From an optimization exercise on the open Yosys and OpenROAD flow, aimed at small area, a short achievable clock period and few clock cycles; shortcuts taken in it are not production practice. Function was checked by simulation only, so behaviour that the tests miss may differ from the original. No activity file was given, so power comes from the tool's default toggle rates.

[flow/design.v]
module voice_alloc (
    input  wire        clk,
    input  wire        rst,
    input  wire        cmd_valid,
    output wire        cmd_ready,
    input  wire [2:0]  cmd_op,
    input  wire [3:0]  cmd_chan,
    input  wire [6:0]  cmd_note,
    input  wire [7:0]  cmd_shift,
    input  wire [23:0] cmd_tick,
    output reg         evt_valid,
    output reg  [2:0]  evt_kind,
    output reg  [3:0]  evt_slot,
    output reg         evt_warn
);
    localparam NV = 16;
    localparam OP_NOTE_ON  = 3'd1;
    localparam OP_NOTE_OFF = 3'd2;
    localparam OP_SUSTAIN  = 3'd3;
    localparam OP_ALL_OFF  = 3'd4;
    localparam OP_RESET    = 3'd5;
    localparam OP_TICK     = 3'd6;
    localparam EV_ON_FREE  = 3'd1;
    localparam EV_ON_REUSE = 3'd2;
    localparam EV_ON_STEAL = 3'd3;
    localparam EV_RELEASE  = 3'd4;
    localparam EV_SILENCE  = 3'd5;
    localparam ST_IDLE    = 2'd0;
    localparam ST_RELEASE = 2'd1;   
    localparam ST_ALLOFF  = 2'd2;   
    localparam ST_GRESET  = 2'd3;   
    reg        inuse [0:NV-1];
    reg [3:0]  vchan [0:NV-1];
    reg [8:0]  vnote [0:NV-1];      
    reg [63:0] vlast [0:NV-1];      
    reg [63:0]  tick;
    reg [15:0]  sus;
    reg [127:0] held [0:15];
    reg [1:0]  state;
    reg [6:0]  idx;
    reg [3:0]  op_chan;
    reg [7:0]  op_shift;
    assign cmd_ready = (state == ST_IDLE);
    wire take = cmd_valid && cmd_ready;
    wire [8:0] cmd_an  = {2'b00, cmd_note} + {cmd_shift[7], cmd_shift};
    wire [8:0] rel_an  = {2'b00, idx}      + {op_shift[7], op_shift};
    wire [3:0] look_chan = (state == ST_RELEASE) ? op_chan : cmd_chan;
    wire [8:0] look_note = (state == ST_RELEASE) ? rel_an  : cmd_an;
    reg        match_found;
    reg [3:0]  match_slot;
    reg        free_found;
    reg [3:0]  free_slot;
    reg [3:0]  old_slot;
    reg [63:0] old_last;
    integer s;
    always @* begin
        match_found = 1'b0;
        match_slot  = 4'd0;
        free_found  = 1'b0;
        free_slot   = 4'd0;
        old_slot    = 4'd0;
        for (s = NV - 1; s >= 0; s = s - 1) begin
            if (inuse[s] && vchan[s] == look_chan && vnote[s] == look_note) begin
                match_found = 1'b1;
                match_slot  = s[3:0];
            end
            if (!inuse[s]) begin
                free_found = 1'b1;
                free_slot  = s[3:0];
            end
        end
        old_last = vlast[0];
        for (s = 1; s < NV; s = s + 1) begin
            if (vlast[s] < old_last) begin
                old_slot = s[3:0];
                old_last = vlast[s];
            end
        end
    end
    wire [3:0] scan_slot = idx[3:0];
    integer i;
    always @(posedge clk) begin
        if (rst) begin
            state     <= ST_IDLE;
            idx       <= 7'd0;
            op_chan   <= 4'd0;
            op_shift  <= 8'd0;
            tick      <= 64'd0;
            sus       <= 16'd0;
            evt_valid <= 1'b0;
            evt_kind  <= 3'd0;
            evt_slot  <= 4'd0;
            evt_warn  <= 1'b0;
            for (i = 0; i < NV; i = i + 1)
                inuse[i] <= 1'b0;
            for (i = 0; i < 16; i = i + 1)
                held[i] <= 128'd0;
        end else begin
            evt_valid <= 1'b0;
            evt_kind  <= 3'd0;
            evt_slot  <= 4'd0;
            evt_warn  <= 1'b0;
            case (state)
            ST_IDLE: begin
                if (take) begin
                    case (cmd_op)
                    OP_NOTE_ON: begin
                        evt_valid <= 1'b1;
                        if (match_found) begin
                            evt_kind <= EV_ON_REUSE;
                            evt_slot <= match_slot;
                            evt_warn <= !held[cmd_chan][cmd_note];
                            vlast[match_slot] <= tick;
                        end else if (free_found) begin
                            evt_kind <= EV_ON_FREE;
                            evt_slot <= free_slot;
                            inuse[free_slot] <= 1'b1;
                            vchan[free_slot] <= cmd_chan;
                            vnote[free_slot] <= cmd_an;
                            vlast[free_slot] <= tick;
                        end else begin
                            evt_kind <= EV_ON_STEAL;
                            evt_slot <= old_slot;
                            vchan[old_slot] <= cmd_chan;
                            vnote[old_slot] <= cmd_an;
                            vlast[old_slot] <= tick;
                        end
                        tick <= tick + 64'd1;
                    end
                    OP_NOTE_OFF: begin
                        if (sus[cmd_chan]) begin
                            held[cmd_chan][cmd_note] <= 1'b1;
                        end else if (match_found) begin
                            evt_valid <= 1'b1;
                            evt_kind  <= EV_RELEASE;
                            evt_slot  <= match_slot;
                            inuse[match_slot] <= 1'b0;
                            vnote[match_slot] <= 9'd0;
                        end
                    end
                    OP_SUSTAIN: begin
                        sus[cmd_chan] <= cmd_note[6];
                        if (sus[cmd_chan] && !cmd_note[6]) begin
                            state    <= ST_RELEASE;
                            idx      <= 7'd0;
                            op_chan  <= cmd_chan;
                            op_shift <= cmd_shift;
                        end
                    end
                    OP_ALL_OFF: begin
                        state   <= ST_ALLOFF;
                        idx     <= 7'd0;
                        op_chan <= cmd_chan;
                    end
                    OP_RESET: begin
                        state <= ST_GRESET;
                        idx   <= 7'd0;
                        sus   <= 16'd0;
                        for (i = 0; i < 16; i = i + 1)
                            held[i] <= 128'd0;
                    end
                    OP_TICK: begin
                        tick <= tick + {40'd0, cmd_tick};
                    end
                    default: ;
                    endcase
                end
            end
            ST_RELEASE: begin
                if (held[op_chan][idx] && match_found) begin
                    evt_valid <= 1'b1;
                    evt_kind  <= EV_RELEASE;
                    evt_slot  <= match_slot;
                    inuse[match_slot] <= 1'b0;
                    vnote[match_slot] <= 9'd0;
                end
                idx <= idx + 7'd1;
                if (idx == 7'd127) begin
                    held[op_chan] <= 128'd0;
                    state <= ST_IDLE;
                end
            end
            ST_ALLOFF, ST_GRESET: begin
                if (inuse[scan_slot] &&
                    (state == ST_GRESET || vchan[scan_slot] == op_chan)) begin
                    evt_valid <= 1'b1;
                    evt_kind  <= EV_SILENCE;
                    evt_slot  <= scan_slot;
                    inuse[scan_slot] <= 1'b0;
                    vnote[scan_slot] <= 9'd0;
                end
                idx <= idx + 7'd1;
                if (scan_slot == NV - 1)
                    state <= ST_IDLE;
            end
            default: state <= ST_IDLE;
            endcase
        end
    end
endmodule
[flow/run.sh]
#!/bin/bash
# synth_recipe.tcl (not shown) runs the flow's synth.tcl, then flattens the netlist and writes it again
# the make line also repeats each setting of config.mk as NAME=value (left out here)
make -C /OpenROAD-flow-scripts/flow DESIGN_CONFIG=/design/flow/config.mk WORK_HOME=/design/flow/orfs CLKGATE_MAP_FILE= SYNTH_SCRIPT=/design/flow/synth_recipe.tcl finish
[flow/config.mk]
export PLATFORM = sky130hd
export DESIGN_NAME = voice_alloc
export DESIGN_NICKNAME = voice_alloc
export VERILOG_FILES = /design/flow/design.v
export SDC_FILE = /design/flow/constraint.sdc
export NUM_CORES = 4
export LEC_CHECK = 0
export CAP_MARGIN = 20
export CORE_MARGIN = 2
export CORE_UTILIZATION = 40
export SLEW_MARGIN = 20
[flow/constraint.sdc]
create_clock -name core_clock -period 55.0 [get_ports {clk}]
set_input_delay 11.0000 -clock core_clock [delete_from_list [all_inputs] [get_ports {clk}]]
set_output_delay 11.0000 -clock core_clock [all_outputs]
set_load 0.01 [all_outputs]
==> run notes <==
- The run finished with no timing, DRC or antenna violations.
- The H-tree depth is 5.
- The proportion of synthesized flip-flops having asynchronous set or reset is 0%.
- The start point of the critical path is vlast[0][2].
- The number of nets in the synthesized netlist is 18.1k.
- The leading cell type by number of instances after synthesis is edfxtp_1.
- Data on the critical path arrives at its endpoint at 52,620 ps.
- The accumulated negative setup slack is 0 ps.
- The via density per instance is 6.09.
- After synthesis, the share of cell area in mux cells is 17.4%.
- IR analysis of the VDD net gives a maximum drop of 0.0278 mV.
- The internal reg-to-reg setup slack is 3000 ps.
- The via count of the first global-routing pass was 139k.
- The count of port buffers added during placement is 58.
- The sequential-to-total area share from yosys stat is 50.6%.
- The post-route netlist has 16.4% of its cells at a drive strength greater than 1.
- The critical path capture point is vlast[4][26].
- The most instantiated flip-flop cell in the synthesis netlist is edfxtp_1.
- STA classifies the critical path startpoint as a flop.
- By area, the combinational part of the netlist is dominated by multiplexers.
- Of all nets on the critical path, the largest fanout is 69.
- TritonCTS built the clock tree.
- The leakage dissipation is 73.8 nW.
- The class of the tightest hold or removal check is reg -> reg.
- The wire length the detailed router placed on met1 is 247,000 um.
- The reg-to-reg critical path endpoint is vlast[4][26].
- Detailed routing placed a total of 51,700 um of wire on met3.
- The stage delay of the slowest cell on the critical path is 620 ps.
- The clock transition at the registers of the reported paths is 70 ps.
- The flip-flop and latch count after synthesis is 3,414.
- The classification of the worst setup path is reg -> reg.
- The fraction of synthesized cell area taken by the top area cell type is 49.4%.
- The die width is 712 um.
- The routed design has 623,000 um of wire.
- The transition time at the pin with the least slew margin is 1280 ps.
- Counting the buffers created by CTS gives 385.
- The fraction of the mapped netlist area in simple logic gates is 9.53%.
- The met2 wire length is 300,000 um.
- The later pin in the worst-skew pair is clocked with a latency of 1020 ps.
- For this run, the top clock speed supported by timing is 19.2 MHz.
- The post-synth design cell area is 200,000 um^2.
- Across the run, the number of max-cap violations was 0.
- The max-slew violation count is 0.
- Yosys attributes the largest share of cell area to edfxtp_1 (49%), mux4_2 (16%), o21ai_0 (6.4%).
- The number of distinct library cells after synthesis is 110.
- Routed signal wires occupy layers up through met5.
- The headroom to the max-slew limit is 14.5%.
- The placeable core region is 498,000 um^2.
- The floorplan has 259 rows.
- The final HPWL from detailed placement is 378,000 um.
- From synthesis to final layout, the design area changed by 10.3%.
- Buffers inserted to repair hold after CTS numbered 0.
- The worst flop-to-flop path startpoint is vlast[0][2].
- Across the routed clock network, the largest skew measured is 93.8 ps.
- Summing the areas of all compound-gate instances in the mapped netlist gives 10.8% of the synthesized area.
- Of the available clock period, the critical path in the final layout requires 94.5%.
- The total power density per cell area is 27.0 nW/um^2.
- The initial utilization of the core area, before any placement, comes to 40.2%.
- After global routing the overflow that remains totals 0.
- For this run, the post-layout net count is 17.4k.
- The first-pass iteration count of the detailed router is 7.
- The total via count in the routed design is 142k.
- The synthesized area per cell is 11.7 um^2.
- The weighted congestion reported at the end of routability-driven placement is 0.903.
- The wire length of the first global-routing pass is 917,000 um.
- The clock passes through at most 4 buffers.
- STA classifies the critical path endpoint as a flop.
- For this run, the number of Yosys warnings is 1.
- The number of hold violations in the final report came to 0.
- The post-route antenna net violation count is 0.
- The required time of the critical path is 55,620 ps.
- The post-route worst hold slack is 478 ps.
- The total die area is 506,000 um^2.
- The synthesized netlist devotes 1.24% of its cell area to XOR and XNOR gates.
- The shortest clock period the worst path allows after layout is 52,000 ps.
- The largest total area in the synthesized netlist belongs to edfxtp_1.
- The number of DRC markers after the initial detailed-route iteration is 16.5k.
- The total power is 5.97 mW.
- Global routing used 23.8% of the available tracks across all layers.
- After synthesis, the most frequently instantiated cells are edfxtp_1 (3,296), nor2_1 (2,702), o21ai_0 (2,572), mux4_2 (1,382), clkbuf_1 (1,295).
- The highest-delay cell along the critical path is or4b_4.
- The number of cells on the worst reg-to-reg path is 265.
- The number of antenna violations at the first check in global routing was 28.
- The clock sink count is 3,414.
- Entering global routing, the biggest net connects 294 pins.
- The height of the chip is 712 um.
- Clock tree synthesis selected as its root buffer the cell clkbuf_16.
- In the final routed layout, each cell accounts on average for 26.7 um.
- After Yosys synthesis, full adders, half adders and majority gates account for 6.11% of the synthesized area.
- The cell that appears most often on the critical path is a21o_1.
- The synthesized design contains 3,296 enable-type register cells.
- In the routed design, unresolved DRC markers number 0.
- The number of failing setup endpoints in the final timing report is 0.
- After technology mapping, the gate count stands at 17.1k.
- The count of boundary I/O pins is 59.
[layout make-up]
class	count	area [um^2]
Clock inverter	210	1870
Multi-Input combinational cell	11400	91500
Inverter	772	2900
Fill cell	45400	277000
Antenna cell	7	17.5
Timing Repair Buffer	446	4480
Tap cell	6655	8330
Clock buffer	493	10300
Sequential cell	3414	101000
[placed cells by master, fill, tap and decap left out, types with 66 or more instances in the layout]
master,instances
inv_1,770
nand2b_1,145
clkinv_1,79
nand3_1,89
nor2_1,2687
a21o_1,265
clkbuf_1,91
mux4_2,1382
nor2b_1,145
mux2i_1,220
nand4_1,230
xnor2_1,218
mux2_2,137
edfxtp_1,3296
nor3_1,113
a21oi_1,720
buf_4,296
dfxtp_1,84
nor4_1,66
nand2_1,633
o21ai_0,2554
clkbuf_16,409
ha_1,964
[flip-flops by register name, indices dropped and copies added, names as in the netlist, 2 cells and up, named ones only]
register / count
vlast: 1024
inuse: 16
idx: 7
sus: 16
state: 2
vnote: 144
evt_slot: 4
evt_kind: 3
tick: 64
op_chan: 4
vchan: 64
held: 2048
op_shift: 8
[worst max-delay path, delay by kind of cell, from the launching register on]
family                   cells  cell delay [ps]
AND/OR/NAND/NOR             85            14350
adder cells (fa/ha/maj)     15             4220
AO/OA/AOI/OAI              126            24700
buffers and inverters       33             5870
multiplexers                 6             1720
flip-flops                   1              460
[cell families (layout without fill, tap and decap cells)]
| family | Yosys count | after routing |
|---|---|---|
| and+or+nand+nor | 4405 | 4413 |
| AOI/OAI and AO/OA | 3942 | 3944 |
| DFF | 3414 | 3414 |
| buffers and inverters | 2300 | 1921 |
| muxes | 1747 | 1747 |
| adders and majority gates | 978 | 978 |
| xor gates and xnor gates | 283 | 283 |
| other | 0 | 7 |
[what timing repair did]
item	CTS	global route
resized for setup	20	171
pin swaps	4	25
endpoints found under the setup margin	1236	1236
gates cloned	5	18
setup buffers	7	36
[report_power, final]
group | total [mW] | switching, mW | leakage [nW] | internal (mW)
clock network | 2.57 | 1.12 | 5.94 | 1.46
logic | 0.453 | 0.269 | 33.5 | 0.184
registers | 2.94 | 0.0343 | 34.4 | 2.91
[routing by layer]
layer / up-vias / GRT usage, %
met5: - / 0
met4: 16 / 8.24
met3: 1170 / 3.36
met2: 6257 / 40.0
met1: 72500 / 31.5
li1: 62500 / -
[through the flow]
stage,utilization [%],worst slack [ps],cells,instance area (um^2)
floorplan,-,799,17100,200000
global placement,41.5,-2570,22600,207000
detailed placement,41.5,-2210,22600,207000
CTS,44.0,15.6,23300,219000
global route,44.3,-168,23400,221000
finish,44.3,3000,23400,221000
[worst min path at each step]
stage,startpoint,to,cells after the start
finish,sus[10],sus[10],2
global placement,sus[6],sus[6],2
detailed placement,sus[0],sus[0],2
CTS,sus[10],sus[10],2
global route,sus[0],sus[0],2
floorplan,sus[6],sus[6],2
Testbench counts, summed over its fixed seeds: cycles 26,328.

==> what the ideal ports hide <==
The flow's constraints put no driver on any port. The routed layout listed below was extracted and timed again, unchanged, in two steps.
Step 1 assumes that a clkbuf_16 drives the clock port and a buf_2 every other input.
Step 2, shift: input delay + t, output delay - t, t = (earliest + latest rising clock arrival at the registers) / 2. This alone moves slack from input paths to output paths.
Slacks: no drivers / after step 1 / after step 2; pairs: no drivers / after step 1.
shift t [ns]: 1.083
setup WS [ns]: 3.001 / 3.001 / 3.001
hold slack, ns: 0.478 / 0.478 / 0.478
worst setup path at the end: register to register
worst data-port slew with drivers (ns): 0.19
After both steps setup and hold are still met in this run. The setup slack of this run moves by 0.000 ns with the drivers and by 0.000 ns with both steps.
